What follows belongs to an exercise in optimizing a design on an open flow for small area, a short achievable clock period and few clock cycles; a production flow would make more cautious choices. Where RTL was checked, it was by simulation tests only, not by an equivalence proof against the original. No functional check of the RTL was part of runs 1 and 2. Power is estimated from default activity; no workload was simulated.

[flow/standard.sh]
#!/bin/bash
# synth_recipe.tcl (not shown) runs the flow's synth.tcl, then flattens the netlist and writes it again
# the make line also repeats each setting of config.mk as NAME=value (left out here)
make -C /OpenROAD-flow-scripts/flow DESIGN_CONFIG=/design/flow/config.mk WORK_HOME=/design/flow/orfs CLKGATE_MAP_FILE= SYNTH_SCRIPT=/design/flow/synth_recipe.tcl "${@:-finish}"
[flow/flow/run.sh]
#!/bin/bash
# Standard layout (the standard.sh: standard synthesis, floorplan, place, CTS, route),
# with two changes to how the layout is made:
#  - sizing may swap a cell for one of another footprint (MATCH_CELL_FOOTPRINT=0), so the
#    resizer can upsize weak drivers instead of only adding buffers;
#  - ports are buffered with sky130_fd_sc_hd__buf_2 rather than the default delay-type buffer.
# All output of make (and of the tools it runs) goes to flow_make.log here; ORFS's own per-step
# logs are under orfs/logs/.
set -euo pipefail
bash standard.sh MATCH_CELL_FOOTPRINT=0 "BUFFER_PORTS_ARGS=-buffer_cell sky130_fd_sc_hd__buf_2" finish > flow_make.log 2>&1
[flow/design.v]
module gld (
  input  wire        clk,
  input  wire        rst,
  input  wire        cmd_valid,
  output wire        cmd_ready,
  input  wire [39:0] cmd_word,
  output wire        ch_we,
  output wire [1:0]  ch_idx,
  output reg  [15:0] ch_val,
  output wire        tx_query,
  output wire        rx_release,
  output wire        hs_done,
  output wire        hs_ok,
  output wire        rsp_valid,
  output reg  [31:0] rsp_data,
  output wire        dbg_byte_valid,
  output wire [7:0]  dbg_byte
);
  localparam [15:0] CRC_HDR = 16'hEBA0;    
  reg [2:0]  fstate;
  reg [2:0]  cursor;
  reg [7:0]  acc;
  reg        hdr;           
  reg [7:0]  id, len, didx;
  reg [15:0] ck;
  reg        ckidx;
  reg [31:0] accept_cnt, reject_cnt;
  reg        rx_en;
  reg [1:0]  hs_state;
  reg [6:0]  hs_count;      
  reg        presence;
  reg        cmd_err;
  reg [15:0] unit;
  reg [15:0] crc;           
  reg        rec;           
  reg        lo_ok;         
  reg        zf;            
  reg [7:0]  v0, v1, v2, v3, v4, v5, v6, v7;    
  reg        p_pe;          
  reg        p_burst, p_hsstart, p_hstick, p_rd;
  reg [7:0]  p_pat;         
  reg [8:1]  p_len;         
  reg [3:0]  p_ra;          
  reg        disp;          
  reg [1:0]  di;
  reg        busy;          
  reg        hsfail;        
  reg        arm;           
  reg        hs_win;        
  reg        hs_lose;       
  wire [7:0]  op = cmd_word[39:32];
  wire [15:0] wa = cmd_word[31:16];
  wire [15:0] wb = cmd_word[15:0];
  wire        az = ~|wa;
  wire        bz = ~|wb;
  wire        op_ok = ~|op[7:3];
  wire [2:0]  o = op[2:0];
  wire        fmt_z = (o == 3'd0) | (o == 3'd1) | (o == 3'd4) | (o == 3'd5);
  wire        illegal = ~op_ok | (fmt_z & ~(az & bz)) | (o == 3'd3) | ((o == 3'd6) & ~bz);
  wire        legal = ~illegal;
  wire        take = cmd_valid & cmd_ready;
  wire        t_ok = take & legal;
  reg [17:0] m3r;           
  reg [15:0] m5r, m7r;      
  reg        big5, big7;    
  reg [1:0]  mc;            
  wire [18:0] madd = (mc == 2'd3 ? ~{3'd0, unit} : {3'd0, unit}) +
                     (mc == 2'd1 ? {2'd0, unit, 1'b0} : mc == 2'd2 ? {1'd0, unit, 2'b0} : {unit, 3'b0}) +
                     {18'd0, mc == 2'd3};
  always @(posedge clk) begin
    if (rst) begin
      m3r  <= 18'd129;
      m5r  <= 16'd215;
      big5 <= 1'b0;
      m7r  <= 16'd301;
      big7 <= 1'b0;
    end else begin
      if (mc == 2'd1)
        m3r <= madd[17:0];
      if (mc == 2'd2) begin
        m5r  <= madd[15:0];
        big5 <= |madd[18:16];
      end
      if (mc == 2'd3) begin
        m7r  <= madd[15:0];
        big7 <= |madd[18:16];
      end
    end
  end
  wire [18:0] m1 = {3'd0, unit};
  wire [18:0] m2 = {2'd0, unit, 1'b0};
  wire [18:0] m3 = {1'd0, m3r};
  wire [18:0] m4 = {1'd0, unit, 2'b0};
  wire [18:0] m5 = {2'd0, big5, m5r};
  wire [18:0] m6 = {m3r, 1'b0};
  wire [18:0] m8 = {unit, 3'b0};
  wire [18:0] m7 = {2'd0, big7, m7r};
  function ge16;
    input [15:0] x;
    input [15:0] y;
    integer i, w;
    reg [15:0] g, p;
    begin
      for (i = 0; i < 16; i = i + 1) begin
        g[i] = x[i] & ~y[i];
        p[i] = x[i] | ~y[i];
      end
      for (w = 1; w < 16; w = w * 2)
        for (i = 0; i + w < 16; i = i + 2 * w) begin
          g[i] = g[i + w] | (p[i + w] & g[i]);
          p[i] = p[i + w] & p[i];
        end
      ge16 = g[0] | p[0];
    end
  endfunction
  wire [8:1] big = {|m8[18:16], |m7[18:16], |m6[18:16], |m5[18:16], |m4[18:16], |m3[18:16], |m2[18:16], 1'b0};
  function [8:0] therm;
    input [15:0] x;
    input [18:0] a1, a2, a3, a4, a5, a6, a7, a8;
    begin
      therm = {~big[8] & ge16(x, a8[15:0]), ~big[7] & ge16(x, a7[15:0]), ~big[6] & ge16(x, a6[15:0]),
               ~big[5] & ge16(x, a5[15:0]), ~big[4] & ge16(x, a4[15:0]), ~big[3] & ge16(x, a3[15:0]),
               ~big[2] & ge16(x, a2[15:0]), ge16(x, a1[15:0]), 1'b1};
    end
  endfunction
  wire [8:0] tl = therm(wa, m1, m2, m3, m4, m5, m6, m7, m8);    
  wire [8:0] th = therm(wb, m1, m2, m3, m4, m5, m6, m7, m8);
  reg [8:1] s_n;
  reg [7:0] pat_n;
  integer m, a;
  always @* begin
    for (m = 1; m <= 8; m = m + 1) begin
      s_n[m] = 1'b0;
      for (a = 0; a <= m; a = a + 1)
        s_n[m] = s_n[m] | (tl[a] & th[m - a]);
    end
    for (m = 0; m < 8; m = m + 1)
      pat_n[m] = ~tl[m + 1] & s_n[m + 1];
  end
  wire [3:0] ra_n = (wa <= 16'd10) ? wa[3:0] : 4'hF;
  wire [7:0] b = acc | (p_pat << cursor);
  reg        done;          
  always @* begin
    case (cursor)
      3'd0: done = p_len[8];
      3'd1: done = p_len[7];
      3'd2: done = p_len[6];
      3'd3: done = p_len[5];
      3'd4: done = p_len[4];
      3'd5: done = p_len[3];
      3'd6: done = p_len[2];
      default: done = p_len[1];
    endcase
  end
  wire [2:0] plen3 = {p_len[4], p_len[6] | (p_len[2] & ~p_len[4]),
                      (p_len[1] & ~p_len[2]) | (p_len[3] & ~p_len[4]) | (p_len[5] & ~p_len[6]) | (p_len[7] & ~p_len[8])};
  wire       fire    = p_pe & done;
  wire       val_hi  = fire & (fstate == 3'd5) & ckidx;            
  wire       crc_ok  = lo_ok & (crc[15:8] == b);
  wire       val_ok  = val_hi & crc_ok;
  wire       val_bad = val_hi & ~crc_ok;
  function [31:0] inc32;
    input [31:0] q;
    input        e;
    integer g, i;
    reg [31:0] below;      
    reg        cg, c;
    begin
      cg = 1'b1;
      for (g = 0; g < 8; g = g + 1) begin
        c = cg;
        for (i = 0; i < 4; i = i + 1) begin
          below[4*g+i] = c;
          c = c & q[4*g+i];
        end
        cg = cg & (&q[4*g +: 4]);
      end
      inc32 = q ^ ({32{e}} & below);
    end
  endfunction
  function [15:0] crc_step;
    input [15:0] r;
    input [7:0]  x;
    integer k;
    begin
      crc_step = r ^ {x, 8'h00};
      for (k = 0; k < 8; k = k + 1)
        crc_step = crc_step[15] ? ((crc_step << 1) ^ 16'h1021) : (crc_step << 1);
    end
  endfunction
  wire       hs_fail_now = p_hstick & hs_lose;
  assign cmd_ready = ~(busy | (mc != 2'd0) | hs_fail_now | (p_pe & arm & done));
  assign dbg_byte_valid = fire;
  assign dbg_byte       = b;
  assign tx_query       = p_hsstart;
  assign rx_release     = hs_fail_now;
  assign hs_done        = (p_hstick & hs_win) | hsfail;
  assign hs_ok          = ~hsfail;
  assign rsp_valid      = p_rd;
  assign ch_we          = disp;
  assign ch_idx         = di;
  always @* begin
    case (di)
      2'd0: ch_val = {v1, v0};
      2'd1: ch_val = {v3, v2};
      2'd2: ch_val = {v5, v4};
      default: ch_val = {v7, v6};
    endcase
  end
  always @* begin
    case (p_ra)
      4'd0:  rsp_data = {31'd0, rx_en};
      4'd1:  rsp_data = {16'd0, unit};
      4'd2:  rsp_data = {20'd0, cmd_err, presence, hs_state, 1'b0, cursor, 1'b0, fstate};
      4'd3:  rsp_data = {24'd0, acc};
      4'd4:  rsp_data = accept_cnt;
      4'd5:  rsp_data = reject_cnt;
      4'd6:  rsp_data = {25'd0, hs_count};
      4'd7:  rsp_data = {didx, len, id, 1'b0, hdr, 1'b0, hdr, 1'b0, hdr, 1'b0, hdr};
      4'd8:  rsp_data = {15'd0, ckidx, ck};
      4'd9:  rsp_data = 32'h00460455;
      4'd10: rsp_data = 32'h0C010800;
      default: rsp_data = 32'd0;
    endcase
  end
  wire [7:0] vb = didx[0] ? (~b + 8'd8 + {7'd0, zf}) : (~b + 8'd1);
  wire dwe = fire & (fstate == 3'd3) & (didx[7:3] == 5'd0);
  always @(posedge clk) begin
    if (dwe) begin
      zf <= (b == 8'd0);
      case (didx[2:0])
        3'd0: v0 <= vb;
        3'd1: v1 <= vb;
        3'd2: v2 <= vb;
        3'd3: v3 <= vb;
        3'd4: v4 <= vb;
        3'd5: v5 <= vb;
        3'd6: v6 <= vb;
        default: v7 <= vb;
      endcase
    end
  end
  always @(posedge clk) begin
    if (fire) begin
      if (fstate == 3'd0)
        crc <= CRC_HDR;
      else if (fstate == 3'd1 || fstate == 3'd2 || fstate == 3'd3)
        crc <= crc_step(crc, b);
    end
  end
  always @(posedge clk) begin
    p_pat <= pat_n;
    p_len <= s_n;
    p_ra  <= ra_n;
  end
  reg [2:0]  fstate_n, cursor_n;
  reg [7:0]  acc_n, id_n, len_n, didx_n;
  reg        hdr_n, ckidx_n, rx_en_n, presence_n, cmd_err_n, rec_n, lo_ok_n;
  reg [15:0] ck_n, unit_n;
  reg [1:0]  hs_state_n;
  reg [6:0]  hs_count_n;
  reg        disp_n, hsfail_n;
  reg [1:0]  di_n;
  always @* begin
    fstate_n   = fstate;
    cursor_n   = cursor;
    acc_n      = acc;
    hdr_n      = hdr;
    id_n       = id;
    len_n      = len;
    didx_n     = didx;
    ck_n       = ck;
    ckidx_n    = ckidx;
    rx_en_n    = rx_en;
    hs_state_n = hs_state;
    hs_count_n = hs_count;
    presence_n = presence;
    cmd_err_n  = cmd_err;
    unit_n     = unit;
    rec_n      = rec;
    lo_ok_n    = lo_ok;
    disp_n     = disp;
    di_n       = di;
    hsfail_n   = 1'b0;
    if (disp) begin
      di_n = di + 2'd1;
      if (di == 2'd3)
        disp_n = 1'b0;
    end
    if (p_burst) begin
      acc_n    = 8'd0;
      cursor_n = 3'd0;
    end
    if (p_pe) begin
      if (done) begin
        acc_n    = 8'd0;
        cursor_n = 3'd0;
        case (fstate)
          3'd0: begin
            if (b == 8'h55) begin
              hdr_n    = 1'b1;
              fstate_n = 3'd1;
            end
          end
          3'd1: begin
            id_n     = b;
            fstate_n = 3'd2;
          end
          3'd2: begin
            len_n  = b;
            rec_n  = (id == 8'h1C) & (b[7:3] != 5'd0);
            didx_n = 8'd0;
            if (b == 8'd0) begin
              ck_n     = 16'd0;
              ckidx_n  = 1'b0;
              fstate_n = 3'd5;
            end else
              fstate_n = 3'd3;
          end
          3'd3: begin
            didx_n = didx + 8'd1;
            if (didx + 8'd1 == len)
              fstate_n = 3'd4;
          end
          3'd4: begin
            ck_n     = {8'd0, b};
            ckidx_n  = 1'b1;
            lo_ok_n  = (crc[7:0] == b);
            fstate_n = 3'd5;
          end
          default: begin
            if (!ckidx) begin
              ck_n    = {ck[15:8], ck[7:0] | b};
              ckidx_n = 1'b1;
              lo_ok_n = (crc[7:0] == (ck[7:0] | b));
            end else begin
              ck_n     = {ck[15:8] | b, ck[7:0]};
              ckidx_n  = 1'b0;
              fstate_n = 3'd0;
              if (crc_ok) begin
                presence_n = 1'b1;
                if (rec) begin
                  disp_n = 1'b1;
                  di_n   = 2'd0;
                end
              end
            end
          end
        endcase
      end else begin
        acc_n    = b;
        cursor_n = cursor + plen3;
      end
    end
    if (p_hsstart) begin
      fstate_n   = 3'd0;
      hdr_n      = 1'b0;
      id_n       = 8'd0;
      len_n      = 8'd0;
      didx_n     = 8'd0;
      ck_n       = 16'd0;
      ckidx_n    = 1'b0;
      acc_n      = 8'd0;
      cursor_n   = 3'd0;
      presence_n = 1'b0;
      hs_count_n = 7'd0;
      hs_state_n = 2'd1;
      rx_en_n    = 1'b1;
      rec_n      = 1'b0;
    end
    if (p_hstick & (hs_state == 2'd1)) begin
      hs_count_n = hs_count + 7'd1;
      if (presence)
        hs_state_n = 2'd2;
      else if (hs_count == 7'd69) begin
        hs_state_n = 2'd3;
        rx_en_n    = 1'b0;
        hsfail_n   = 1'b1;
      end
    end
    if (take) begin
      if (illegal)
        cmd_err_n = 1'b1;
      else if (o == 3'd6) begin
        if (ra_n == 4'hF)
          cmd_err_n = 1'b1;
      end else if (o == 3'd7) begin
        if (az)
          rx_en_n = wb[0];
        else if (wa == 16'd1) begin
          if (!bz)
            unit_n = wb;
        end else
          cmd_err_n = 1'b1;
      end
    end
  end
  always @(posedge clk) begin
    if (rst) begin
      fstate     <= 3'd0;
      cursor     <= 3'd0;
      acc        <= 8'd0;
      hdr        <= 1'b0;
      id         <= 8'd0;
      len        <= 8'd0;
      didx       <= 8'd0;
      ck         <= 16'd0;
      ckidx      <= 1'b0;
      accept_cnt <= 32'd0;
      reject_cnt <= 32'd0;
      rx_en      <= 1'b0;
      hs_state   <= 2'd0;
      hs_count   <= 7'd0;
      presence   <= 1'b0;
      cmd_err    <= 1'b0;
      unit       <= 16'd43;
      rec        <= 1'b0;
      lo_ok      <= 1'b0;
      p_pe       <= 1'b0;
      mc         <= 2'd0;
      arm        <= 1'b0;
      hs_win     <= 1'b0;
      hs_lose    <= 1'b0;
      p_burst    <= 1'b0;
      p_hsstart  <= 1'b0;
      p_hstick   <= 1'b0;
      p_rd       <= 1'b0;
      disp       <= 1'b0;
      di         <= 2'd0;
      busy       <= 1'b0;
      hsfail     <= 1'b0;
    end else begin
      fstate     <= fstate_n;
      cursor     <= cursor_n;
      acc        <= acc_n;
      hdr        <= hdr_n;
      id         <= id_n;
      len        <= len_n;
      didx       <= didx_n;
      ck         <= ck_n;
      ckidx      <= ckidx_n;
      accept_cnt <= p_hsstart ? 32'd0 : inc32(accept_cnt, val_ok);
      reject_cnt <= p_hsstart ? 32'd0 : inc32(reject_cnt, val_bad);
      rx_en      <= rx_en_n;
      hs_state   <= hs_state_n;
      hs_count   <= hs_count_n;
      presence   <= presence_n;
      cmd_err    <= cmd_err_n;
      unit       <= unit_n;
      rec        <= rec_n;
      lo_ok      <= lo_ok_n;
      disp       <= disp_n;
      di         <= di_n;
      busy       <= disp_n & ~(di_n[1] & di_n[0]);
      hsfail     <= hsfail_n;
      arm        <= (fstate_n == 3'd5) & ckidx_n & lo_ok_n & rec_n;
      mc         <= (mc != 2'd0) ? mc + 2'd1 : {1'b0, t_ok & (o == 3'd7) & (wa == 16'd1) & ~bz};
      hs_win     <= (hs_state_n == 2'd1) & presence_n;
      hs_lose    <= (hs_state_n == 2'd1) & ~presence_n & (hs_count_n == 7'd69);
      p_pe       <= t_ok & (o == 3'd2) & rx_en_n;
      p_burst    <= t_ok & (o == 3'd1);
      p_hsstart  <= t_ok & (o == 3'd4);
      p_hstick   <= t_ok & (o == 3'd5);
      p_rd       <= t_ok & (o == 3'd6);
    end
  end
endmodule
[flow/constraint.sdc]
create_clock -name core_clock -period 8.0 [get_ports {clk}]
set_input_delay 1.6000 -clock core_clock [delete_from_list [all_inputs] [get_ports {clk}]]
set_output_delay 1.6000 -clock core_clock [all_outputs]
set_load 0.01 [all_outputs]
[flow/config.mk]
export PLATFORM = sky130hd
export DESIGN_NAME = gld
export DESIGN_NICKNAME = gld
export VERILOG_FILES = /design/flow/design.v
export SDC_FILE = /design/flow/constraint.sdc
export NUM_CORES = 4
export LEC_CHECK = 0
export CAP_MARGIN = 20
export CORE_MARGIN = 2
export CORE_UTILIZATION = 65
export SETUP_SLACK_MARGIN = 4.0
export SLEW_MARGIN = 20
==> metrics.md, run 1 <==
| Metric | Value |
|---|---|
| CTS clk-pin slew, worst paths | 60 ps |
| Ratio of final minimum period to clock period | just over 50% |
| Die Footprint | 32400 sq um |
| Crit. End Element | output pin |
| Synth Area in Simple Gates | between 20% and 30% |
| Vias in the first global route | 18800 |
| Routability Congestion | 0.979 |
| Post-synthesis xor/xnor area fraction | 5.95% |
| Die height | 180 um |
| Routed via count | 19700 |
| Leading cell type in the layout, fill and taps excluded | nor2_1 |
| Overall routed net length | 67900 um |
| Critical path arrival | 2490 ps |
| CTS Sinks | 318 |
| Vias/cell | 6.87 |
| Critical path fanouts, max | 20 |
| DRC Markers | 0 |
| Number of hold violations in the final report | 0 |
| Final Critical Period | 4090 ps |
| GR Layer Usage met2 | 68.4% |
| Total negative setup slack | 0 ps |
| Area grow syn2layout | 12.8% |
| WP data required | 6400 ps |
| Min-Delay Path Class | flip-flop to flip-flop |
| Critical path type | flip-flop to output pin |
| H-tree Lvls | 2 |
| Cell Area, Synth | 20200 sq um |
| Max Cap Viol | 0 |
| RSZ-0062 raised after global routing | yes |
| Root Driver | clkbuf_16 |
| Initial antenna violation count | 2 |
| Final Slew Violations | 0 |
| Layout cell share with drive strength beyond 1 | 13.0% |
| CTS tree | done |
| Commonest cells after routing, fill and taps aside | nor2_1, dfxtp_1, nand2_1 |
| Post-synth cell types | 91 |
| Synth Area in Adders | roughly 4.8% |
| IO Pins | 109 |
| Pre-CTS setup slack | 2910 ps |
| Remaining Overflow, GRT | 0 |
| Worst slew margin | 22.1% |
| Peak supply drop | 130 uV |
| Clock latency (worst-skew pair) | 540 ps |
| Drt pass-1 iters | 10 |
| Max Fclk | 245 MHz |
| Status | complete, no violations |
| Mux cell area share after synthesis | 6.32% |
| Clock skew | slightly below 30 ps |
| Lkg Pwr | around 8.5 nW |
| Sequential area share after synthesis | 35.6% |
| Startpoint type of the worst setup path | flip-flop |
| Total GRT Usage | 40.0% |
| HPWL Detailed | 46500 um |
| Initial core utilization | between 60% and 70% |
| PnR worst setup slack | 3910 ps |
| GR Util met1 | a little under half |
| Synth Instances | 2394 |
| Final net count | around 2500 |
| Cts bufs inserted | 36 |
| Worst Max-Slew Pin Slew | 1170 ps |
| Final setup viols | 0 |
| PD cells | 154 nW/um^2 |
| Largest family of logic cells by synthesized area | simple AND/OR/NAND/NOR gates |
| Warnings, synthesis | 1 |
| Grt met3 use | 5.94% |
| Iter 0 DRT Violations | 2644 |
| Antenna-violating nets left | 0 |
| Busiest grt layer | met2 |
| FP Rows | 64 |
| Fill cells | 2289 |
| Synthesized flop and latch total | 318 |
| Core ar. | 30600 sq um |
| Maximum clock path buffer count | 3 |
| Compound-Gate Fraction of Synth Area | 20.7% |
| Wire length of the first global-routing pass | 104000 um |
| Drt wl/cell | 23.7 um |
| Largest net degree at the start of global routing | 91 |
| Top_reg_cell synth | dfxtp_1 |
| Mean Syn Cell Area | 8.42 sq um |
| Die Wd | about 180 um |
| Input/output buffers | 108 |
| Async SR Flop Fraction | 0% |
| Post-synthesis net count | 2479 |
| Post-synth EDFFs | 81 |
[cells by family after synthesis]
logic type | Yosys count
simple gates | 863
compound gates | 595
flops | 318
buf+inv | 277
xor+xnor | 137
mux | 119
fa+ha+maj | 85
[report_power, final]
group,total [W],switching [W],leakage [nW],internal (W)
clock,0.00170,0.000694,0.588,0.00101
combinational,0.000152,0.000107,5.28,0.0000457
sequential,0.00164,0.000000917,2.66,0.00164
[final cells by class]
| class | count | area [sq um] | area share, % |
|---|---|---|---|
| inverters | 123 | 473 | 2.08 |
| clock buffers | 48 | 986 | 4.34 |
| multi-input cells | 1800 | 12300 | 54.0 |
| repair buffers | 165 | 1080 | 4.75 |
| flip-flops and latches | 318 | 7200 | 31.6 |
| clock inverters | 17 | 226 | 0.996 |
| well taps | 396 | 495 | 2.18 |
| diodes | 3 | 7.51 | 0.0330 |
[metrics by stage]
| stage | std cells | hold slack, ps | total power, W | util [%] | area [sq um] |
|---|---|---|---|---|---|
| 6_report | 2870 | 491 | 0.00349 | 74.3 | 22700 |
| 5_1_grt | 2868 | 498 | 0.00357 | 74.3 | 22700 |
| 4_1_cts | 2844 | 487 | 0.00349 | 73.2 | 22400 |
| 3_5_place_dp | 2766 | 471 | 0.00182 | 68.0 | 20800 |
| 3_3_place_gp | 2766 | 465 | 0.00182 | 68.0 | 20800 |
| 2_1_floorplan | 2394 | 436 | 0.00177 | - | 20200 |
[worst paths after layout]
| check | startpoint | to | slack [ps] | cells after the start |
|---|---|---|---|---|
| max | p_ra[0] | rsp_data[1] | 3910 | 6 |
| min | ck[8] | ck[8] | 490 | 1 |
| max reg2reg | cursor[2] | accept_cnt[18] | 4160 | 9 |
| min reg2reg | ck[8] | ck[8] | 490 | 1 |
[registers in the layout, summed over array words and instances, names as in the netlist, 16 cells and up]
| register | flops |
|---|---|
| m7r | 16 |
| accept_cnt | 32 |
| reject_cnt | 32 |
| m3r | 18 |
| unit | 16 |
| ck | 16 |
| crc | 16 |
| m5r | 16 |
[what timing repair did]
item	CTS	global route
cloned	1	2
resized for setup	62	34
pin swaps	5	8
buffers inserted	12	21
hold buffers	0	0
setup endpoints to repair	134	65
[Yosys cell counts, types with 45 or more instances]
| master | instances | share of area, % |
|---|---|---|
| o22ai_1 | 45 | 1.4 |
| nor3_1 | 48 | 1.2 |
| xor2_1 | 59 | 2.6 |
| o21ai_0 | 98 | 2.4 |
| nand2_1 | 156 | 2.9 |
| edfxtp_1 | 81 | 12 |
| a22oi_1 | 59 | 2.2 |
| clkbuf_1 | 131 | 2.4 |
| xnor2_1 | 78 | 3.4 |
| nand3_1 | 60 | 1.5 |
| a21oi_1 | 115 | 2.9 |
| dfxtp_1 | 237 | 24 |
| mux2i_1 | 107 | 5.3 |
| inv_1 | 114 | 2.1 |
| nand2b_1 | 68 | 2.1 |
| nor2b_1 | 67 | 2.1 |
| nor2_1 | 274 | 5.1 |
[critical path, stage by stage, from the launching register on]
cell and delay, ps:
dfxtp_4 430, buf_12 210, nor3b_1 410, a22oi_1 220
o22ai_1 300, a221o_1 240, buf_2 160
[per-layer routing]
layer / vias up / wire, um
met1: 9383 / 24600
met5: - / 0
li1: 8851 / -
met4: 0 / 4610
met2: 1182 / 32800
met3: 297 / 5900
==> run 2: changes to the inputs <==
--- a/flow/design.v
+++ b/flow/design.v
@@ -40,10 +40,10 @@
   reg        p_burst, p_hsstart, p_hstick, p_rd;
   reg [7:0]  p_pat;         
   reg [8:1]  p_len;         
-  reg [3:0]  p_ra;          
+  reg [10:0] p_ra;          
   reg        disp;          
   reg [1:0]  di;
-  reg        busy;          
+  reg        hold;          
   reg        hsfail;        
   reg        arm;           
   reg        hs_win;        
@@ -60,6 +60,7 @@
   wire        legal = ~illegal;
   wire        take = cmd_valid & cmd_ready;
   wire        t_ok = take & legal;
+  wire        mc_n;         
   reg [17:0] m3r;           
   reg [15:0] m5r, m7r;      
   reg        big5, big7;    
@@ -67,6 +68,7 @@
   wire [18:0] madd = (mc == 2'd3 ? ~{3'd0, unit} : {3'd0, unit}) +
                      (mc == 2'd1 ? {2'd0, unit, 1'b0} : mc == 2'd2 ? {1'd0, unit, 2'b0} : {unit, 3'b0}) +
                      {18'd0, mc == 2'd3};
+  assign mc_n = (mc == 2'd1) | (mc == 2'd2) | (t_ok & (o == 3'd7) & (wa == 16'd1) & ~bz);
   always @(posedge clk) begin
     if (rst) begin
       m3r  <= 18'd129;
@@ -137,7 +139,8 @@
     for (m = 0; m < 8; m = m + 1)
       pat_n[m] = ~tl[m + 1] & s_n[m + 1];
   end
-  wire [3:0] ra_n = (wa <= 16'd10) ? wa[3:0] : 4'hF;
+  wire       ra_ok = (wa <= 16'd10);
+  wire [10:0] ra_n = ra_ok ? (11'd1 << wa[3:0]) : 11'd0;
   wire [7:0] b = acc | (p_pat << cursor);
   reg        done;          
   always @* begin
@@ -189,7 +192,7 @@
     end
   endfunction
   wire       hs_fail_now = p_hstick & hs_lose;
-  assign cmd_ready = ~(busy | (mc != 2'd0) | hs_fail_now | (p_pe & arm & done));
+  assign cmd_ready = ~(hold | hs_fail_now | (p_pe & arm & done));
   assign dbg_byte_valid = fire;
   assign dbg_byte       = b;
   assign tx_query       = p_hsstart;
@@ -208,20 +211,17 @@
     endcase
   end
   always @* begin
-    case (p_ra)
-      4'd0:  rsp_data = {31'd0, rx_en};
-      4'd1:  rsp_data = {16'd0, unit};
-      4'd2:  rsp_data = {20'd0, cmd_err, presence, hs_state, 1'b0, cursor, 1'b0, fstate};
-      4'd3:  rsp_data = {24'd0, acc};
-      4'd4:  rsp_data = accept_cnt;
-      4'd5:  rsp_data = reject_cnt;
-      4'd6:  rsp_data = {25'd0, hs_count};
-      4'd7:  rsp_data = {didx, len, id, 1'b0, hdr, 1'b0, hdr, 1'b0, hdr, 1'b0, hdr};
-      4'd8:  rsp_data = {15'd0, ckidx, ck};
-      4'd9:  rsp_data = 32'h00460455;
-      4'd10: rsp_data = 32'h0C010800;
-      default: rsp_data = 32'd0;
-    endcase
+    rsp_data = ({32{p_ra[0]}}  & {31'd0, rx_en}) |
+               ({32{p_ra[1]}}  & {16'd0, unit}) |
+               ({32{p_ra[2]}}  & {20'd0, cmd_err, presence, hs_state, 1'b0, cursor, 1'b0, fstate}) |
+               ({32{p_ra[3]}}  & {24'd0, acc}) |
+               ({32{p_ra[4]}}  & accept_cnt) |
+               ({32{p_ra[5]}}  & reject_cnt) |
+               ({32{p_ra[6]}}  & {25'd0, hs_count}) |
+               ({32{p_ra[7]}}  & {didx, len, id, 1'b0, hdr, 1'b0, hdr, 1'b0, hdr, 1'b0, hdr}) |
+               ({32{p_ra[8]}}  & {15'd0, ckidx, ck}) |
+               ({32{p_ra[9]}}  & 32'h00460455) |
+               ({32{p_ra[10]}} & 32'h0C010800);
   end
   wire [7:0] vb = didx[0] ? (~b + 8'd8 + {7'd0, zf}) : (~b + 8'd1);
   wire dwe = fire & (fstate == 3'd3) & (didx[7:3] == 5'd0);
@@ -382,7 +382,7 @@
       if (illegal)
         cmd_err_n = 1'b1;
       else if (o == 3'd6) begin
-        if (ra_n == 4'hF)
+        if (!ra_ok)
           cmd_err_n = 1'b1;
       end else if (o == 3'd7) begin
         if (az)
@@ -427,7 +427,7 @@
       p_rd       <= 1'b0;
       disp       <= 1'b0;
       di         <= 2'd0;
-      busy       <= 1'b0;
+      hold       <= 1'b0;
       hsfail     <= 1'b0;
     end else begin
       fstate     <= fstate_n;
@@ -451,10 +451,10 @@
       lo_ok      <= lo_ok_n;
       disp       <= disp_n;
       di         <= di_n;
-      busy       <= disp_n & ~(di_n[1] & di_n[0]);
+      hold       <= (disp_n & ~(di_n[1] & di_n[0])) | mc_n;
       hsfail     <= hsfail_n;
       arm        <= (fstate_n == 3'd5) & ckidx_n & lo_ok_n & rec_n;
-      mc         <= (mc != 2'd0) ? mc + 2'd1 : {1'b0, t_ok & (o == 3'd7) & (wa == 16'd1) & ~bz};
+      mc         <= (mc != 2'd0) ? mc + 2'd1 : {1'b0, mc_n};
       hs_win     <= (hs_state_n == 2'd1) & presence_n;
       hs_lose    <= (hs_state_n == 2'd1) & ~presence_n & (hs_count_n == 7'd69);
       p_pe       <= t_ok & (o == 3'd2) & rx_en_n;
==> run 2 against run 1 <==
Effect of this change:
- largest cell class unchanged
- synthesized area decreased by 2.0%
- final area decreased by 3.3%
- still clean on timing, DRC and antenna
- critical path depth decreased by 1
- routed wire length decreased by 2.2%
- final cell count decreased by 2.8%
==> metrics.md, run 2 <==
| Metric | Value |
|---|---|
| Final Critical Period | 3970 ps (was 4090 ps) |
| Final Slew Violations | 0 (unchanged) |
| Drt wl/cell | 23.8 um (was 23.7 um) |
| Post-synthesis net count | 2420 (was 2479) |
| Fill cells | 2292 (was 2289) |
| Lkg Pwr | 8.18 nW (was 8.53 nW) |
| Clock latency (worst-skew pair) | 540 ps (about the same) |
| R2R Setup Slk | 4160 ps (about the same) |
| Die Wd | 178 um (was 180 um) |
| Initial core utilization | 66.3% (was 65.9%) |
| Origin of the critical flop-to-flop path | cursor[0] (was cursor[2]) |
| Total negative setup slack | 0 ps (unchanged) |
| Number of hold violations in the final report | 0 (unchanged) |
| DRC Markers | 0 (unchanged) |
| Antenna-violating nets left | 0 (unchanged) |
| Top cells by count, synth | nor2_1, dfxtp_1, nand2_1, inv_1, clkbuf_1 (was nor2_1, dfxtp_1, nand2_1, clkbuf_1, a21oi_1) |
| Status | complete, no violations (unchanged) |
| Biggest regs | accept_cnt x32, reject_cnt x32, m3r x18 (unchanged) |
| Cell Area, Synth | 19800 sq um (was 20200 sq um) |
| CTS tree | done (unchanged) |
| Total design power | 0.00421 W (was 0.00349 W) |
| PD cells | 191 nW/um^2 (was 154 nW/um^2) |
| Min-Delay Path Class | flip-flop to flip-flop (unchanged) |
| Synth area leader | dfxtp_1 (unchanged) |
| H-tree Lvls | 2 (unchanged) |
| Synth Instances | 2335 (was 2394) |
| Wire length of the first global-routing pass | 100000 um (was 104000 um) |
| Synth top area share | 24.7% (was 23.5%) |
| Routability Congestion | 1.01 (was 0.979) |
| CTS clk-pin slew, worst paths | 60 ps (about the same) |
| Slowest CP cell | mux4_2 (was dfxtp_4) |
| Final setup viols | 0 (unchanged) |
| Root Driver | clkbuf_16 (unchanged) |
| Max Cap Viol | 0 (unchanged) |
| Ratio of final minimum period to clock period | 49.6% (was 51.1%) |
| Routed via count | 19100 (was 19700) |
| Post-synth cell types | 90 (was 91) |
| PnR worst setup slack | 4030 ps (was 3910 ps) |
| Overall routed net length | 66400 um (was 67900 um) |
| Count leader, synth | nor2_1 (unchanged) |
| Max Fclk | 252 MHz (was 245 MHz) |
| Largest cells by area after synthesis | dfxtp_1, edfxtp_1, nor2_1, mux2i_1, nand2_1 (was dfxtp_1, edfxtp_1, mux2i_1, nor2_1, xnor2_1) |
| Die Footprint | 31800 sq um (was 32400 sq um) |
| Cts bufs inserted | 36 (unchanged) |
| Pre-CTS setup slack | 2970 ps (was 2910 ps) |
| Worst Reg-to-Reg Cells | 11 (was 9) |
| Largest net degree at the start of global routing | 82 (was 91) |
| Remaining Overflow, GRT | 0 (unchanged) |
| Warnings, synthesis | 1 (unchanged) |
| Critical path type | flip-flop to output pin (unchanged) |
| Final net count | 2451 (was 2529) |
| Leading cell type in the layout, fill and taps excluded | nor2_1 (unchanged) |
| Worst slew margin | 24.8% (was 22.1%) |
| Critical Path End | dbg_byte[5] (was rsp_data[1]) |
| Vias in the first global route | 18100 (was 18800) |
| Initial antenna violation count | 6 (was 2) |
| Area grow syn2layout | 11.3% (was 12.8%) |
| Slowest stage delay, CP | 560 ps (was 430 ps) |
| Die height | 178 um (was 180 um) |
| Input/output buffers | 108 (unchanged) |
| Mean Syn Cell Area | 8.46 sq um (was 8.42 sq um) |
| CP startpoint | cursor[0] (was p_ra[0]) |
| Async SR Flop Fraction | 0% (unchanged) |
| IO Pins | 109 (unchanged) |
| Commonest cells after routing, fill and taps aside | nor2_1, dfxtp_1, nand2_1 (unchanged) |
| Vias/cell | 6.84 (was 6.87) |
| Worst Max-Slew Pin Slew | 1130 ps (was 1170 ps) |
| Clock skew | 19.4 ps (was 28.8 ps) |
| Post-synth EDFFs | 81 (unchanged) |
| Total GRT Usage | 40.6% (was 40.0%) |
| Drt pass-1 iters | 10 (unchanged) |
| Maximum clock path buffer count | 3 (unchanged) |
| Crit. End Element | output pin (unchanged) |
| R2r endpoint | reject_cnt[1] (was accept_cnt[18]) |
| Sequential area share after synthesis | 37.0% (was 35.6%) |
| Startpoint type of the worst setup path | flip-flop (unchanged) |
| CP cell instances | mux4_2 > and2_4 > a211oi_4 > inv_2 > buf_2 (was buf_12 > nor3b_1 > a22oi_1 > o22ai_1 > a221o_1 > buf_2) |
| Critical path arrival | 2370 ps (was 2490 ps) |
| Hold Path Depth | 2 (was 1) |
| FP Rows | 63 (was 64) |
| WP data required | 6400 ps (about the same) |
| HPWL Detailed | 47400 um (was 46500 um) |
| Layout cell share with drive strength beyond 1 | 11.8% (was 13.0%) |
| Critical path fanouts, max | 16 (was 20) |
| Top_reg_cell synth | dfxtp_1 (unchanged) |
| # hold bufs at CTS | 0 (unchanged) |
| Peak supply drop | 162 uV (was 130 uV) |
| CTS Sinks | 325 (was 318) |
| Core ar. | 29800 sq um (was 30600 sq um) |
| Iter 0 DRT Violations | 2715 (was 2644) |
| RSZ-0062 raised after global routing | yes (unchanged) |
| Synthesized flop and latch total | 325 (was 318) |
[run 2: cell types whose count changed in the layout (fill, tap and decap cells not counted), moves of 16 or more]
cell	change
a222oi_1	+20
inv_1	+19
nand2_1	+35
buf_4	-21
a22o_1	-16
mux2i_1	-18
o21ai_0	-18
[run 2: what timing repair did]
| item | 4_1_cts | 5_1_grt |
|---|---|---|
| setup endpoints to repair | 124 | 61 |
| pin swaps | 2 | 12 |
| cloned | 0 | 1 |
| gates resized for setup | 24 | 40 |
| setup buffers | 2 | 1 |
[run 2: cells by family (layout without fill, tap and decap cells)]
group | count (synthesis) | in the layout | synth area share (%)
AND/OR/NAND/NOR | 842 | 843 | 20.8
buffers and inverters | 289 | 346 | 5.63
AO/OA/AOI/OAI | 549 | 549 | 19.7
other | 0 | 6 | 0
XOR/XNOR | 144 | 144 | 6.46
flip-flops | 325 | 325 | 37.0
adder cells (fa/ha/maj) | 90 | 90 | 5.17
multiplexers | 96 | 96 | 5.19
[run 2: cell type report]
cell class                 count  area (sq um)  area share (%)
timing repair buffer         133           773            3.51
sequential                   325          7330            33.3
tap                          390           488            2.22
clock inverter                15           181           0.825
clock buffer                  50          1070            4.85
antenna                        6          15.0          0.0683
multi-input combinational   1722         11600            52.6
inverter                     148           573            2.60
[run 2: metal layers]
metal	GRT usage, %	share of wire [%]	up-vias
li1	-	-	8558
met1	48.4	37	9029
met2	68.2	47	1197
met3	7.72	9.9	280
met4	24.1	6.5	2
met5	0	0.018	-
[run 2: worst max-delay path, delay by kind of cell, from the launching register on]
kind	cells	cell delay [ps]
muxes	1	560
DFF	1	470
buffers and inverters	2	380
AOI/OAI and AO/OA	1	240
and+or+nand+nor	1	190
[run 2: power by group]
part	internal (W)	total, W	switching (W)
logic	0.000234	0.000694	0.000461
clock network	0.00104	0.00175	0.000715
registers	0.00174	0.00176	0.0000270
total	0.00301	0.00421	0.00120
[run 2: worst min-delay path by stage]
stage                           start  slack [ps]           to
after floorplan                   hdr         440          hdr
after global placement            hdr         450          hdr
after detailed placement          hdr         460          hdr
after CTS                         hdr         480          hdr
after global routing      hs_state[1]         520  hs_state[1]
final                             hdr         470          hdr
[run 2: metrics by stage]
step | hold slack (ps) | instances | utilization (%) | instance area [sq um]
6_report | 472 | 2789 | 73.8 | 22000
5_1_grt | 516 | 2785 | 73.8 | 22000
4_1_cts | 476 | 2781 | 73.2 | 21800
3_5_place_dp | 462 | 2714 | 68.7 | 20500
3_3_place_gp | 453 | 2714 | 68.7 | 20500
2_1_floorplan | 437 | 2335 | - | 19800
==> run 3: changes to the inputs <==
--- a/flow/design.v
+++ b/flow/design.v
@@ -18,7 +18,9 @@
 );
   localparam [15:0] CRC_HDR = 16'hEBA0;    
   reg [2:0]  fstate;
-  reg [2:0]  cursor;
+  reg [7:0]  coh;           
+  wire [2:0] cursor = {coh[4] | coh[5] | coh[6] | coh[7], coh[2] | coh[3] | coh[6] | coh[7],
+                       coh[1] | coh[3] | coh[5] | coh[7]};
   reg [7:0]  acc;
   reg        hdr;           
   reg [7:0]  id, len, didx;
@@ -141,22 +143,22 @@
   end
   wire       ra_ok = (wa <= 16'd10);
   wire [10:0] ra_n = ra_ok ? (11'd1 << wa[3:0]) : 11'd0;
-  wire [7:0] b = acc | (p_pat << cursor);
-  reg        done;          
+  wire [8:0] plen_t = {p_len, 1'b1};                      
+  reg  [7:0] b, coh_adv;
+  reg        done;
+  integer bi, bj;
   always @* begin
-    case (cursor)
-      3'd0: done = p_len[8];
-      3'd1: done = p_len[7];
-      3'd2: done = p_len[6];
-      3'd3: done = p_len[5];
-      3'd4: done = p_len[4];
-      3'd5: done = p_len[3];
-      3'd6: done = p_len[2];
-      default: done = p_len[1];
-    endcase
+    done = 1'b0;
+    for (bi = 0; bi < 8; bi = bi + 1) begin
+      b[bi]       = acc[bi];
+      coh_adv[bi] = 1'b0;
+      done        = done | (coh[bi] & plen_t[8 - bi]);
+      for (bj = 0; bj <= bi; bj = bj + 1) begin
+        b[bi]       = b[bi] | (coh[bj] & p_pat[bi - bj]);
+        coh_adv[bi] = coh_adv[bi] | (coh[bj] & plen_t[bi - bj] & ~plen_t[bi - bj + 1]);
+      end
+    end
   end
-  wire [2:0] plen3 = {p_len[4], p_len[6] | (p_len[2] & ~p_len[4]),
-                      (p_len[1] & ~p_len[2]) | (p_len[3] & ~p_len[4]) | (p_len[5] & ~p_len[6]) | (p_len[7] & ~p_len[8])};
   wire       fire    = p_pe & done;
   wire       val_hi  = fire & (fstate == 3'd5) & ckidx;            
   wire       crc_ok  = lo_ok & (crc[15:8] == b);
@@ -253,7 +255,8 @@
     p_len <= s_n;
     p_ra  <= ra_n;
   end
-  reg [2:0]  fstate_n, cursor_n;
+  reg [2:0]  fstate_n;
+  reg [7:0]  coh_n;
   reg [7:0]  acc_n, id_n, len_n, didx_n;
   reg        hdr_n, ckidx_n, rx_en_n, presence_n, cmd_err_n, rec_n, lo_ok_n;
   reg [15:0] ck_n, unit_n;
@@ -263,7 +266,7 @@
   reg [1:0]  di_n;
   always @* begin
     fstate_n   = fstate;
-    cursor_n   = cursor;
+    coh_n      = coh;
     acc_n      = acc;
     hdr_n      = hdr;
     id_n       = id;
@@ -289,12 +292,12 @@
     end
     if (p_burst) begin
       acc_n    = 8'd0;
-      cursor_n = 3'd0;
+      coh_n    = 8'd1;
     end
     if (p_pe) begin
       if (done) begin
         acc_n    = 8'd0;
-        cursor_n = 3'd0;
+        coh_n    = 8'd1;
         case (fstate)
           3'd0: begin
             if (b == 8'h55) begin
@@ -349,7 +352,7 @@
         endcase
       end else begin
         acc_n    = b;
-        cursor_n = cursor + plen3;
+        coh_n    = coh_adv;
       end
     end
     if (p_hsstart) begin
@@ -361,7 +364,7 @@
       ck_n       = 16'd0;
       ckidx_n    = 1'b0;
       acc_n      = 8'd0;
-      cursor_n   = 3'd0;
+      coh_n      = 8'd1;
       presence_n = 1'b0;
       hs_count_n = 7'd0;
       hs_state_n = 2'd1;
@@ -398,7 +401,7 @@
   always @(posedge clk) begin
     if (rst) begin
       fstate     <= 3'd0;
-      cursor     <= 3'd0;
+      coh        <= 8'd1;
       acc        <= 8'd0;
       hdr        <= 1'b0;
       id         <= 8'd0;
@@ -431,7 +434,7 @@
       hsfail     <= 1'b0;
     end else begin
       fstate     <= fstate_n;
-      cursor     <= cursor_n;
+      coh        <= coh_n;
       acc        <= acc_n;
       hdr        <= hdr_n;
       id         <= id_n;
--- a/flow/config.mk
+++ b/flow/config.mk
@@ -5,8 +5,11 @@
 export SDC_FILE = /design/flow/constraint.sdc
 export NUM_CORES = 4
 export LEC_CHECK = 0
+export ABC_AREA = 1
 export CAP_MARGIN = 20
 export CORE_MARGIN = 2
 export CORE_UTILIZATION = 65
+export CTS_CLUSTER_DIAMETER = 120
+export CTS_CLUSTER_SIZE = 25
 export SETUP_SLACK_MARGIN = 4.0
 export SLEW_MARGIN = 20
==> run 3 against run 2 <==
Effect of this change:
- largest cell class unchanged
- critical endpoint is now rsp_data[16]
- still clean on timing, DRC and antenna
- power decreased by 4.3%
- final cell count increased by 36%
- count of clock-buffer cells in the layout decreased by 26
- critical path type unchanged
==> metrics.md, run 3 <==
| Metric | Value |
|---|---|
| Origin of the critical flop-to-flop path | coh[0] (was cursor[0]) |
| Total negative setup slack | 0 ps (unchanged) |
| CTS clk-pin slew, worst paths | 100 ps (was 60 ps) |
| Placed cell areas | 22200 sq um (was 20500 sq um) |
| Final net count | 3424 (was 2451) |
| Final setup viols | 0 (unchanged) |
| Worst slew margin | 26.2% (was 24.8%) |
| Min-Delay Path Class | flip-flop to flip-flop (unchanged) |
| Post-synthesis xor/xnor area fraction | 2.53% (was 6.46%) |
| H-tree Lvls | 1 (was 2) |
| HPWL Detailed | 55800 um (was 47400 um) |
| Crit. End Element | output pin (unchanged) |
| Ratio of final minimum period to clock period | 50.2% (was 49.6%) |
| Initial core utilization | 66.5% (was 66.3%) |
| Status | complete, no violations (unchanged) |
| Maximum clock path buffer count | 3 (unchanged) |
| Mean Syn Cell Area | 6.49 sq um (was 8.46 sq um) |
| Root Driver | clkbuf_16 (unchanged) |
| Die Wd | 187 um (was 178 um) |
| Final Critical Period | 4020 ps (was 3970 ps) |
| CP startpoint | p_ra[5] (was cursor[0]) |
| Pre-CTS setup slack | 3400 ps (was 2970 ps) |
| Top cells by count, synth | nand2_1, inv_1, nor2_1, a21oi_1, o21ai_0 (was nor2_1, dfxtp_1, nand2_1, inv_1, clkbuf_1) |
| Post-synth EDFFs | 81 (unchanged) |
| Vias/cell | 6.30 (was 6.84) |
| Iter 0 DRT Violations | 3000 (was 2715) |
| Drt wl/cell | 20.1 um (was 23.8 um) |
| Synth top area share | 22.9% (was 24.7%) |
| Remaining Overflow, GRT | 0 (unchanged) |
| Max Cap Viol | 0 (unchanged) |
| Largest cells by area after synthesis | dfxtp_1, nand2_1, edfxtp_1, inv_1, a21oi_1 (was dfxtp_1, edfxtp_1, nor2_1, mux2i_1, nand2_1) |
| Warnings, synthesis | 1 (unchanged) |
| Post-synth cell types | 63 (was 90) |
| Routed via count | 23900 (was 19100) |
| Final core area utilization | 69.8% (was 73.8%) |
| Max Fclk | 249 MHz (was 252 MHz) |
| Synth Area in Simple Gates | 31.4% (was 20.8%) |
| CTS tree | done (unchanged) |
| Hold_sp | cmd_err (was hdr) |
| Async SR Flop Fraction | 0% (unchanged) |
| Antenna-violating nets left | 0 (unchanged) |
| PnR worst setup slack | 3980 ps (was 4030 ps) |
| Critical path type | flip-flop to output pin (unchanged) |
| Synth Area in Adders | 2.34% (was 5.17%) |
| Synth Instances | 3350 (was 2335) |
| Critical path arrival | 2420 ps (was 2370 ps) |
| Slowest CP cell | dfxtp_1 (was mux4_2) |
| Count leader, synth | nand2_1 (was nor2_1) |
| CP cell instances | clkinvlp_4 > buf_4 > o22ai_1 > a21oi_1 > nand2_1 > buf_2 (was mux4_2 > and2_4 > a211oi_4 > inv_2 > buf_2) |
| Slowest stage delay, CP | 750 ps (was 560 ps) |
| Die height | 187 um (was 178 um) |
| Final Slew Violations | 0 (unchanged) |
| Initial antenna violation count | 4 (was 6) |
| Peak supply drop | 168 uV (was 162 uV) |
| Design area | 22800 sq um (was 22000 sq um) |
| Number of hold violations in the final report | 0 (unchanged) |
| Drt pass-1 iters | 8 (was 10) |
| Synth area leader | dfxtp_1 (unchanged) |
| Layout cell share with drive strength beyond 1 | 6.60% (was 11.8%) |
| Largest family of logic cells by synthesized area | simple AND/OR/NAND/NOR gates (unchanged) |
| Wire length of the first global-routing pass | 118000 um (was 100000 um) |
| Commonest cells after routing, fill and taps aside | nand2_1, inv_1, nor2_1 (was nor2_1, dfxtp_1, nand2_1) |
| RSZ-0062 raised after global routing | yes (unchanged) |
| DRC Markers | 0 (unchanged) |
| Compound-Gate Fraction of Synth Area | 19.3% (was 19.7%) |
| Total GRT Usage | 42.1% (was 40.6%) |
| Post-synthesis net count | 3433 (was 2420) |
| Cts bufs inserted | 17 (was 36) |
| Biggest regs | accept_cnt x32, reject_cnt x32, m3r x18 (unchanged) |
| Mux cell area share after synthesis | 0% (was 5.19%) |
| WP data required | 6400 ps (about the same) |
| IO Pins | 109 (unchanged) |
| Worst Max-Slew Pin Slew | 1100 ps (was 1130 ps) |
| Lkg Pwr | 9.58 nW (was 8.18 nW) |
| Overall routed net length | 76100 um (was 66400 um) |
| Fill cells | 2809 (was 2292) |
| Critical path fanouts, max | 10 (was 16) |
| CTS Sinks | 330 (was 325) |
| Synthesized flop and latch total | 330 (was 325) |
| Clock latency (worst-skew pair) | 530 ps (was 540 ps) |
| Leading cell type in the layout, fill and taps excluded | nand2_1 (was nor2_1) |
| Sequential area share after synthesis | 34.1% (was 37.0%) |
| Startpoint type of the worst setup path | flip-flop (unchanged) |
| FP Rows | 66 (was 63) |
| Die Footprint | 34900 sq um (was 31800 sq um) |
| PD cells | 177 nW/um^2 (was 191 nW/um^2) |
| Routability Congestion | 0.998 (was 1.01) |
| Area grow syn2layout | 4.97% (was 11.3%) |
| Top_reg_cell synth | dfxtp_1 (unchanged) |
| Input/output buffers | 108 (unchanged) |
| Largest net degree at the start of global routing | 55 (was 82) |
| Vias in the first global route | 22000 (was 18100) |
| Core ar. | 32700 sq um (was 29800 sq um) |
| Clock skew | 27.7 ps (was 19.4 ps) |
| Cell Area, Synth | 21700 sq um (was 19800 sq um) |
run 3: cell count changes in the layout (fill, tap and decap cells not counted), sizes merged, moves of 48 or more:
cell	change
nand2b	-53
xnor2	-65
nand2	+675
inv	+258
nor2	+77
a22oi	-52
maj3	-48
nand3	+185
a21oi	+166
mux2i	-89
o21ai	+178
run 3: kinds of logic after synthesis:
kind of cell    count (synthesis)
xor+xnor                       59
compound gates                740
buf+inv                       570
simple gates                 1611
fa+ha+maj                      40
flops                         330
run 3: stage by stage:
step	power (W)	instances	hold slack, ps
CTS	0.00396	3783	462
global placement	0.00299	3752	440
floorplan	0.00266	3350	430
global route	0.00419	3790	483
finish	0.00403	3791	461
detailed placement	0.00302	3752	445
run 3: worst max-delay path, delay by kind of cell (launching register included):
kind | cells | cell delay [ps]
AOI/OAI and AO/OA | 2 | 300
buffers and inverters | 3 | 710
and+or+nand+nor | 1 | 130
DFF | 1 | 750
run 3: layer usage:
metal  GRT usage (%)  routed length, um  share of wire [%]
met1            51.5              27600                 36
met2            69.1              34100                 45
met3            6.15               8040                 11
met4            28.6               6350                8.3
met5               0                 13              0.017
run 3: layout make-up:
type	instances	area, sq um	area share, %
multi-input combinational	2450	12100	53.0
sequential	330	7420	32.5
inverter	411	1570	6.86
timing repair buffer	127	683	2.99
tap	442	553	2.42
clock buffer	24	452	1.98
timing repair inverter	4	25.0	0.110
clock inverter	2	22.5	0.0987
antenna	1	2.50	0.0110
run 3: path summary, 6_finish.rpt:
kind | endpoint | slack, ps | cells past startpoint
worst min-delay path | cmd_err | 460 | 2
worst max-delay path | rsp_data[16] | 3980 | 6
worst min register to register | cmd_err | 460 | 2
worst max register to register | arm | 4130 | 14
run 3: power by group:
group	switching (W)	internal (W)
sequential	0.0000874	0.00180
combinational	0.000838	0.000328
clock	0.000568	0.000405
total	0.00149	0.00253
run 3: what timing repair did:
item | in CTS | in global routing
endpoints found under the setup margin | 42 | 49
setup buffers | 4 | 4
gates cloned | 1 | 3
resized for setup | 6 | 6
hold buffers | 0 | 0
pin swaps | 1 | 0
Testbench counts of run 3, summed over its fixed seeds: cycles 7,334.
==> run 4: changes to the inputs <==
--- a/flow/config.mk
+++ b/flow/config.mk
@@ -5,7 +5,6 @@
 export SDC_FILE = /design/flow/constraint.sdc
 export NUM_CORES = 4
 export LEC_CHECK = 0
-export ABC_AREA = 1
 export CAP_MARGIN = 20
 export CORE_MARGIN = 2
 export CORE_UTILIZATION = 65
==> run 4 against run 3 <==
Effect of this change:
- still clean on timing, DRC and antenna
- via count fell by 22%
- critical path depth down 3
- power down 13%
- sequential share of layout area is 1.9 points higher
- core utilization is 1.2 points higher
- die area is 7.9% lower
- combinational power is 38% lower
- clock skew decreased by 10 ps
- first-iteration DRC count fell by 22%
- sequential power down 5%
- routed wire length down 17%
- critical path type unchanged
- largest cell class unchanged
- highest routed layer unchanged
==> metrics.md, run 4 <==
| Metric | Value |
|---|---|
| Status | complete, no violations (unchanged) |
| Input/output buffers | 108 (unchanged) |
| Commonest cells after routing, fill and taps aside | nor2_1, dfxtp_1, nand2_1 (was nand2_1, inv_1, nor2_1) |
| Lkg Pwr | 7.83 nW (was 9.58 nW) |
| PnR worst setup slack | 3970 ps (was 3980 ps) |
| Min-Delay Path Class | flip-flop to flip-flop (unchanged) |
| Maximum clock path buffer count | 3 (unchanged) |
| Clock latency (worst-skew pair) | 540 ps (was 530 ps) |
| Drt pass-1 iters | 7 (was 8) |
| CTS clk-pin slew, worst paths | 100 ps (about the same) |
| CTS Sinks | 330 (unchanged) |
| Psw | 0.00106 W (was 0.00149 W) |
| Synth Instances | 2385 (was 3350) |
| Die height | 179 um (was 187 um) |
| Die Wd | 179 um (was 187 um) |
| Worst slew margin | 32.2% (was 26.2%) |
| Clock skew | 17.6 ps (was 27.7 ps) |
| Largest cells by area after synthesis | dfxtp_1, edfxtp_1, nor2_1, mux2i_1, xnor2_1 (was dfxtp_1, nand2_1, edfxtp_1, inv_1, a21oi_1) |
| Cell Area, Synth | 20000 sq um (was 21700 sq um) |
| Max Cap Viol | 0 (unchanged) |
| Count leader, synth | nor2_1 (was nand2_1) |
| Sw frac | 30.4% (was 37.1%) |
| Final setup viols | 0 (unchanged) |
| PD cells | 162 nW/um^2 (was 177 nW/um^2) |
| Wire length of the first global-routing pass | 94300 um (was 118000 um) |
| # hold bufs at CTS | 0 (unchanged) |
| Mean Syn Cell Area | 8.37 sq um (was 6.49 sq um) |
| H-tree Lvls | 1 (unchanged) |
| Max Fclk | 248 MHz (was 249 MHz) |
| Clock power share | 27.8% (was 24.2%) |
| Antenna-violating nets left | 0 (unchanged) |
| Crit. End Element | output pin (unchanged) |
| Total GRT Usage | 37.6% (was 42.1%) |
| Biggest regs | accept_cnt x32, reject_cnt x32, m3r x18 (unchanged) |
| Remaining Overflow, GRT | 0 (unchanged) |
| Total negative setup slack | 0 ps (unchanged) |
| Sequential area share after synthesis | 37.1% (was 34.1%) |
| Routed via count | 18700 (was 23900) |
| Vias in the first global route | 17100 (was 22000) |
| Worst Max-Slew Pin Slew | 1020 ps (was 1100 ps) |
| Root Driver | clkbuf_16 (unchanged) |
| Cts bufs inserted | 17 (unchanged) |
| Final net count | 2470 (was 3424) |
| Synth area leader | dfxtp_1 (unchanged) |
| Routability Congestion | 0.986 (was 0.998) |
| Startpoint type of the worst setup path | flip-flop (unchanged) |
| Iter 0 DRT Violations | 2355 (was 3000) |
| Post-synth EDFFs | 81 (unchanged) |
| Core ar. | 30400 sq um (was 32700 sq um) |
| Critical path arrival | 2430 ps (was 2420 ps) |
| Leading cell type in the layout, fill and taps excluded | nor2_1 (was nand2_1) |
| Internal power | 0.00243 W (was 0.00253 W) |
| Drt wl/cell | 22.7 um (was 20.1 um) |
| FP Rows | 64 (was 66) |
| Die Footprint | 32100 sq um (was 34900 sq um) |
| Top cells by count, synth | nor2_1, dfxtp_1, nand2_1, clkbuf_1, inv_1 (was nand2_1, inv_1, nor2_1, a21oi_1, o21ai_0) |
| Flop pwr share | 51.5% (was 46.9%) |
| Power share of the combinational group | 20.7% (was 28.9%) |
| Critical path fanouts, max | 14 (was 10) |
| Critical path type | flip-flop to output pin (unchanged) |
| Post-synth cell types | 89 (was 63) |
| RSZ-0062 raised after global routing | yes (unchanged) |
| Layout cell share with drive strength beyond 1 | 10.5% (was 6.60%) |
| Total design power | 0.00350 W (was 0.00403 W) |
| Ratio of final minimum period to clock period | 50.3% (was 50.2%) |
| CTS tree | done (unchanged) |
| Synthesized flop and latch total | 330 (unchanged) |
| Largest net degree at the start of global routing | 70 (was 55) |
| Number of hold violations in the final report | 0 (unchanged) |
| Final Slew Violations | 0 (unchanged) |
| IO Pins | 109 (unchanged) |
| DRC Markers | 0 (unchanged) |
| Peak supply drop | 218 uV (was 168 uV) |
| Final Critical Period | 4030 ps (was 4020 ps) |
| Post-synthesis net count | 2468 (was 3433) |
| HPWL Detailed | 45200 um (was 55800 um) |
| Pre-CTS setup slack | 3350 ps (was 3400 ps) |
| Synth top area share | 25.0% (was 22.9%) |
| Top_reg_cell synth | dfxtp_1 (unchanged) |
| Area grow syn2layout | 8.07% (was 4.97%) |
| Vias/cell | 6.71 (was 6.30) |
| WP data required | 6400 ps (about the same) |
| Async SR Flop Fraction | 0% (unchanged) |
| Warnings, synthesis | 1 (unchanged) |
| Initial antenna violation count | 2 (was 4) |
| Overall routed net length | 63400 um (was 76100 um) |
| Initial core utilization | 65.6% (was 66.5%) |
## run 4: cell count changes after synthesis, sizes merged, moves of 53 or more
cell / change
a21oi: -188
a22oi: +78
inv: -268
mux2i: +84
nand2: -671
nand2b: +53
nand3: -176
nor2: -61
o21ai: -174
xnor2: +75
## run 4: worst paths after layout
check	start	to	slack [ps]	cells after the start
setup / recovery	coh[2]	rsp_data[5]	3970	3
hold / removal	ck[14]	ck[14]	480	1
setup reg to reg	mc[0]	big7	4130	14
hold reg to reg	ck[14]	ck[14]	480	1
## run 4: per-stage QoR
step	cells	instance area [sq um]	hold slack [ps]	util (%)
after global routing	2790	21600	493	70.9
final	2791	21600	478	70.9
after detailed placement	2743	20500	456	67.5
after floorplan	2385	20100	437	-
after global placement	2743	20500	446	67.5
after CTS	2771	21100	479	69.4
## run 4: worst max-delay path, cell delays in order, from the launching register on
cell	delay, ps
dfxtp_1	480
o41ai_1	860
nand4_1	320
buf_2	240
## run 4: layout make-up
cell class	instances	area, sq um
multi-input combinational	1745	11600
sequential	330	7430
fill	2478	8850
tap	396	495
timing repair buffer	146	1010
clock buffer	23	448
inverter	147	563
antenna	1	2.50
clock inverter	3	33.8
## run 4: cells by family after synthesis
kind of cell,synth area share (%)
adders and majority gates,4.70
xor gates and xnor gates,6.62
muxes,4.27
AOI/OAI and AO/OA,20.7
DFF,37.1
and+or+nand+nor,20.3
buffers and inverters,6.23
## run 4: routing by layer
layer	GRT usage [%]	routed length (um)
met4	20.2	3870
met1	46.5	24200
met3	4.39	4920
met5	0	7
met2	63.9	30400
## run 4: timing repair
item                                    in CTS  in global routing
pin swaps                                    1                 20
gates resized for setup                     27                 69
buffers inserted                             2                 14
endpoints found under the hold margin        0                  0
gates cloned                                 0                  5
endpoints found under the setup margin      49                 79
## run 4: power groups by stage
stage	clock, W	sequential (W)	combinational, W
after floorplan	0	0.00182	0.000463
after global placement	0	0.00184	0.000613
after detailed placement	0	0.00184	0.000633
after CTS	0.000974	0.00180	0.000663
after global routing	0.00102	0.00180	0.000779
final	0.000972	0.00180	0.000725
==> run 5: changes to the inputs <==
--- a/flow/config.mk
+++ b/flow/config.mk
@@ -10,5 +10,5 @@
 export CORE_UTILIZATION = 65
 export CTS_CLUSTER_DIAMETER = 120
 export CTS_CLUSTER_SIZE = 25
-export SETUP_SLACK_MARGIN = 4.0
+export SETUP_SLACK_MARGIN = 4.4
 export SLEW_MARGIN = 20
==> run 5 against run 4 <==
Effect of this change:
- clock power down 1%
- register-to-register slack improved by 340 ps
- worst hold slack better by 14 ps
- core utilization is 6.0 points higher
- routed wire length increased by 6.4%
- final area up 8.5%
- die area unchanged
- critical endpoint is now rsp_data[4]
==> metrics.md, run 5 <==
| Metric | Value |
|---|---|
| Peak supply drop | 249 uV (was 218 uV) |
| Critical path fanouts, max | 7 (was 14) |
| Synth Instances | 2385 (unchanged) |
| DRC Markers | 0 (unchanged) |
| Critical path type | flip-flop to output pin (unchanged) |
| Synth area leader | dfxtp_1 (unchanged) |
| Die height | 179 um (unchanged) |
| RSZ-0062 raised after global routing | yes (unchanged) |
| Input/output buffers | 108 (unchanged) |
| Synthesized flop and latch total | 330 (unchanged) |
| Number of hold violations in the final report | 0 (unchanged) |
| Ant diodes | 0 (was 1) |
| Post-synth cell types | 89 (unchanged) |
| Initial core utilization | 65.6% (unchanged) |
| Crit. End Element | output pin (unchanged) |
| Final net count | 2566 (was 2470) |
| Count leader, synth | nor2_1 (unchanged) |
| Hold Path Depth | 1 (unchanged) |
| Core ar. | 30400 sq um (unchanged) |
| Worst Reg-to-Reg Cells | 15 (was 14) |
| Iter 0 DRT Violations | 2759 (was 2355) |
| Total negative setup slack | 0 ps (unchanged) |
| Root Driver | clkbuf_16 (unchanged) |
| Fill cells | 2186 (was 2478) |
| Top cells by count, synth | nor2_1, dfxtp_1, nand2_1, clkbuf_1, inv_1 (unchanged) |
| Total GRT Usage | 39.6% (was 37.6%) |
| Remaining Overflow, GRT | 0 (unchanged) |
| FP Rows | 64 (unchanged) |
| CTS clk-pin slew, worst paths | 100 ps (about the same) |
| CTS Sinks | 330 (unchanged) |
| CTS tree | done (unchanged) |
| Final Slew Violations | 0 (unchanged) |
| Vias/cell | 6.81 (was 6.71) |
| Vias in the first global route | 18000 (was 17100) |
| Min-Delay Path Class | flip-flop to flip-flop (unchanged) |
| Synth top area share | 25.0% (unchanged) |
| Die Wd | 179 um (unchanged) |
| Antenna-violating nets left | 0 (unchanged) |
| Clock skew | 20.1 ps (was 17.6 ps) |
| Max Cap Viol | 0 (unchanged) |
| Endpoint, Worst Hold | ck[13] (was ck[14]) |
| Leading cell type in the layout, fill and taps excluded | nor2_1 (unchanged) |
| Drt wl/cell | 23.4 um (was 22.7 um) |
| PD cells | 154 nW/um^2 (was 162 nW/um^2) |
| Die Footprint | 32100 sq um (unchanged) |
| R2R Setup Slk | 4470 ps (was 4130 ps) |
| Worst Max-Slew Pin Slew | 964 ps (was 1020 ps) |
| Lkg Pwr | 8.63 nW (was 7.83 nW) |
| Max Fclk | 263 MHz (was 248 MHz) |
| Drt pass-1 iters | 8 (was 7) |
| Routed via count | 19600 (was 18700) |
| Initial antenna violation count | 1 (was 2) |
| Status | complete, no violations (unchanged) |
| Cts bufs inserted | 17 (unchanged) |
| Routability Congestion | 1.02 (was 0.986) |
| Async SR Flop Fraction | 0% (unchanged) |
| Ratio of final minimum period to clock period | 47.5% (was 50.3%) |
| Area grow syn2layout | 17.2% (was 8.07%) |
| Cell Area, Synth | 20000 sq um (unchanged) |
| Biggest regs | accept_cnt x32, reject_cnt x32, m3r x18 (unchanged) |
| Worst slew margin | 35.5% (was 32.2%) |
| Maximum clock path buffer count | 3 (unchanged) |
| Largest cells by area after synthesis | dfxtp_1, edfxtp_1, nor2_1, mux2i_1, xnor2_1 (unchanged) |
| Commonest cells after routing, fill and taps aside | nor2_1, dfxtp_1, nand2_1 (unchanged) |
| Wire length of the first global-routing pass | 99000 um (was 94300 um) |
| Origin of the critical flop-to-flop path | mc[1] (was mc[0]) |
| Overall routed net length | 67400 um (was 63400 um) |
| Warnings, synthesis | 1 (unchanged) |
| Final setup viols | 0 (unchanged) |
| Final hold slack | 492 ps (was 478 ps) |
| HPWL Detailed | 44900 um (was 45200 um) |
| H-tree Lvls | 1 (unchanged) |
| WP data required | 6400 ps (about the same) |
| Layout cell share with drive strength beyond 1 | 19.6% (was 10.5%) |
| Startpoint type of the worst setup path | flip-flop (unchanged) |
| IO Pins | 109 (unchanged) |
| Post-synthesis net count | 2468 (unchanged) |
| Mean Syn Cell Area | 8.37 sq um (unchanged) |
| R2r endpoint | big7 (unchanged) |
| Post-synth EDFFs | 81 (unchanged) |
| Critical path arrival | 2200 ps (was 2430 ps) |
| Final Critical Period | 3800 ps (was 4030 ps) |
| Largest net degree at the start of global routing | 73 (was 70) |
| Total design power | 0.00361 W (was 0.00350 W) |
| Top_reg_cell synth | dfxtp_1 (unchanged) |
| Hold_sp | ck[13] (was ck[14]) |
| Sequential area share after synthesis | 37.1% (unchanged) |
| Clock latency (worst-skew pair) | 530 ps (was 540 ps) |
-- run 5: cell counts after synthesis --
No cell type changed its count.
-- run 5: worst max-delay path by stage --
stage	endpoint	cells after the start	from	slack, ps
6_report	rsp_data[4]	4	coh[1]	4200
5_1_grt	unit[14]	13	cmd_word[29]	4160
4_1_cts	cmd_ready	6	coh[0]	4180
3_5_place_dp	unit[10]	12	cmd_word[31]	3410
3_3_place_gp	unit[11]	12	cmd_word[28]	3500
2_1_floorplan	unit[12]	12	cmd_word[26]	3980
-- run 5: layer usage --
metal | track usage [%] | vias to the layer above | wire, um
met5 | 0 | - | 9
met4 | 25.8 | 2 | 5180
met3 | 4.88 | 311 | 5390
met2 | 66.6 | 1129 | 32100
met1 | 47.9 | 9375 | 24800
li1 | - | 8817 | -
-- run 5: cell families after synthesis --
group / Yosys count / synth area share, %
compound gates: 577 / 20.7
simple gates: 850 / 20.3
flops: 330 / 37.1
mux: 85 / 4.27
fa+ha+maj: 83 / 4.70
buf+inv: 310 / 6.23
xor+xnor: 150 / 6.62
-- run 5: critical path: stages (launching register included) --
cell	delay (ps)
dfxtp_4	390
buf_12	140
o41ai_2	660
nand4_1	270
buf_2	210
-- run 5: layout make-up --
cell class | instances | area [sq um] | area share [%]
Timing Repair Buffer | 242 | 1960 | 8.39
Inverter | 147 | 596 | 2.54
Clock inverter | 3 | 33.8 | 0.144
Multi-Input combinational cell | 1745 | 12400 | 52.9
Clock buffer | 22 | 444 | 1.90
Tap cell | 396 | 495 | 2.12
Sequential cell | 330 | 7500 | 32.0
-- run 5: repair_timing --
action | 4_1_cts | 5_1_grt
resized for setup | 185 | 155
hold buffers | 0 | 0
buffers inserted | 41 | 68
pin swaps | 50 | 82
setup endpoints to repair | 186 | 164
gates cloned | 7 | 1
-- run 5: where the power goes --
part / switching, W / internal, W
Sequential: 0.0000393 / 0.00176
Combinational: 0.000515 / 0.000338
Clock: 0.000558 / 0.000403
Total: 0.00111 / 0.00250
-- run 5: per-stage QoR --
stage	cell area (sq um)	worst slack [ps]	util [%]	instances
after CTS	22200	4180	73.0	2816
after global routing	23400	4160	76.9	2885
after global placement	20600	3500	67.7	2743
after detailed placement	20600	3410	67.7	2743
final	23400	4200	76.9	2885
after floorplan	20200	3980	-	2385

==> what the ideal ports hide <==
How much do the figures lean on ideal ports? The routed layouts below were timed once more, with nothing changed but the port constraints. Step 1: set_driving_cell puts a clkbuf_16 on clk and a buf_2 on each other input, an assumption about the parent block. Step 2 adds t to the input delays and takes it off the output delays; t is the mean of the earliest and latest rising clock arrival at the registers after step 1. Input paths then give back, and output paths get back, about the clock's delay inside the block. Slacks: ideal / step 1 / step 2; pairs: ideal / step 1.
| run | t, ns | slack for setup (ns) | worst slew at a driven data input, ns | cell pins on the clock port's net |
|---|---|---|---|---|
| run 1 | 0.573 | 3.914 / 3.865 / 3.448 | 0.06 | 1 |
| run 2 | 0.590 | 4.032 / 3.976 / 3.494 | 0.09 | 1 |
| run 3 | 0.575 | 3.981 / 3.926 / 3.713 | 0.09 | 1 |
| run 4 | 0.585 | 3.975 / 3.917 / 3.428 | 0.06 | 1 |
| run 5 | 0.582 | 4.202 / 4.145 / 3.693 | 0.07 | 1 |
After both steps every run listed still meets setup and hold. The setup slack of run 4, which loses most, moves by -0.058 ns with the drivers and by -0.547 ns with both steps.
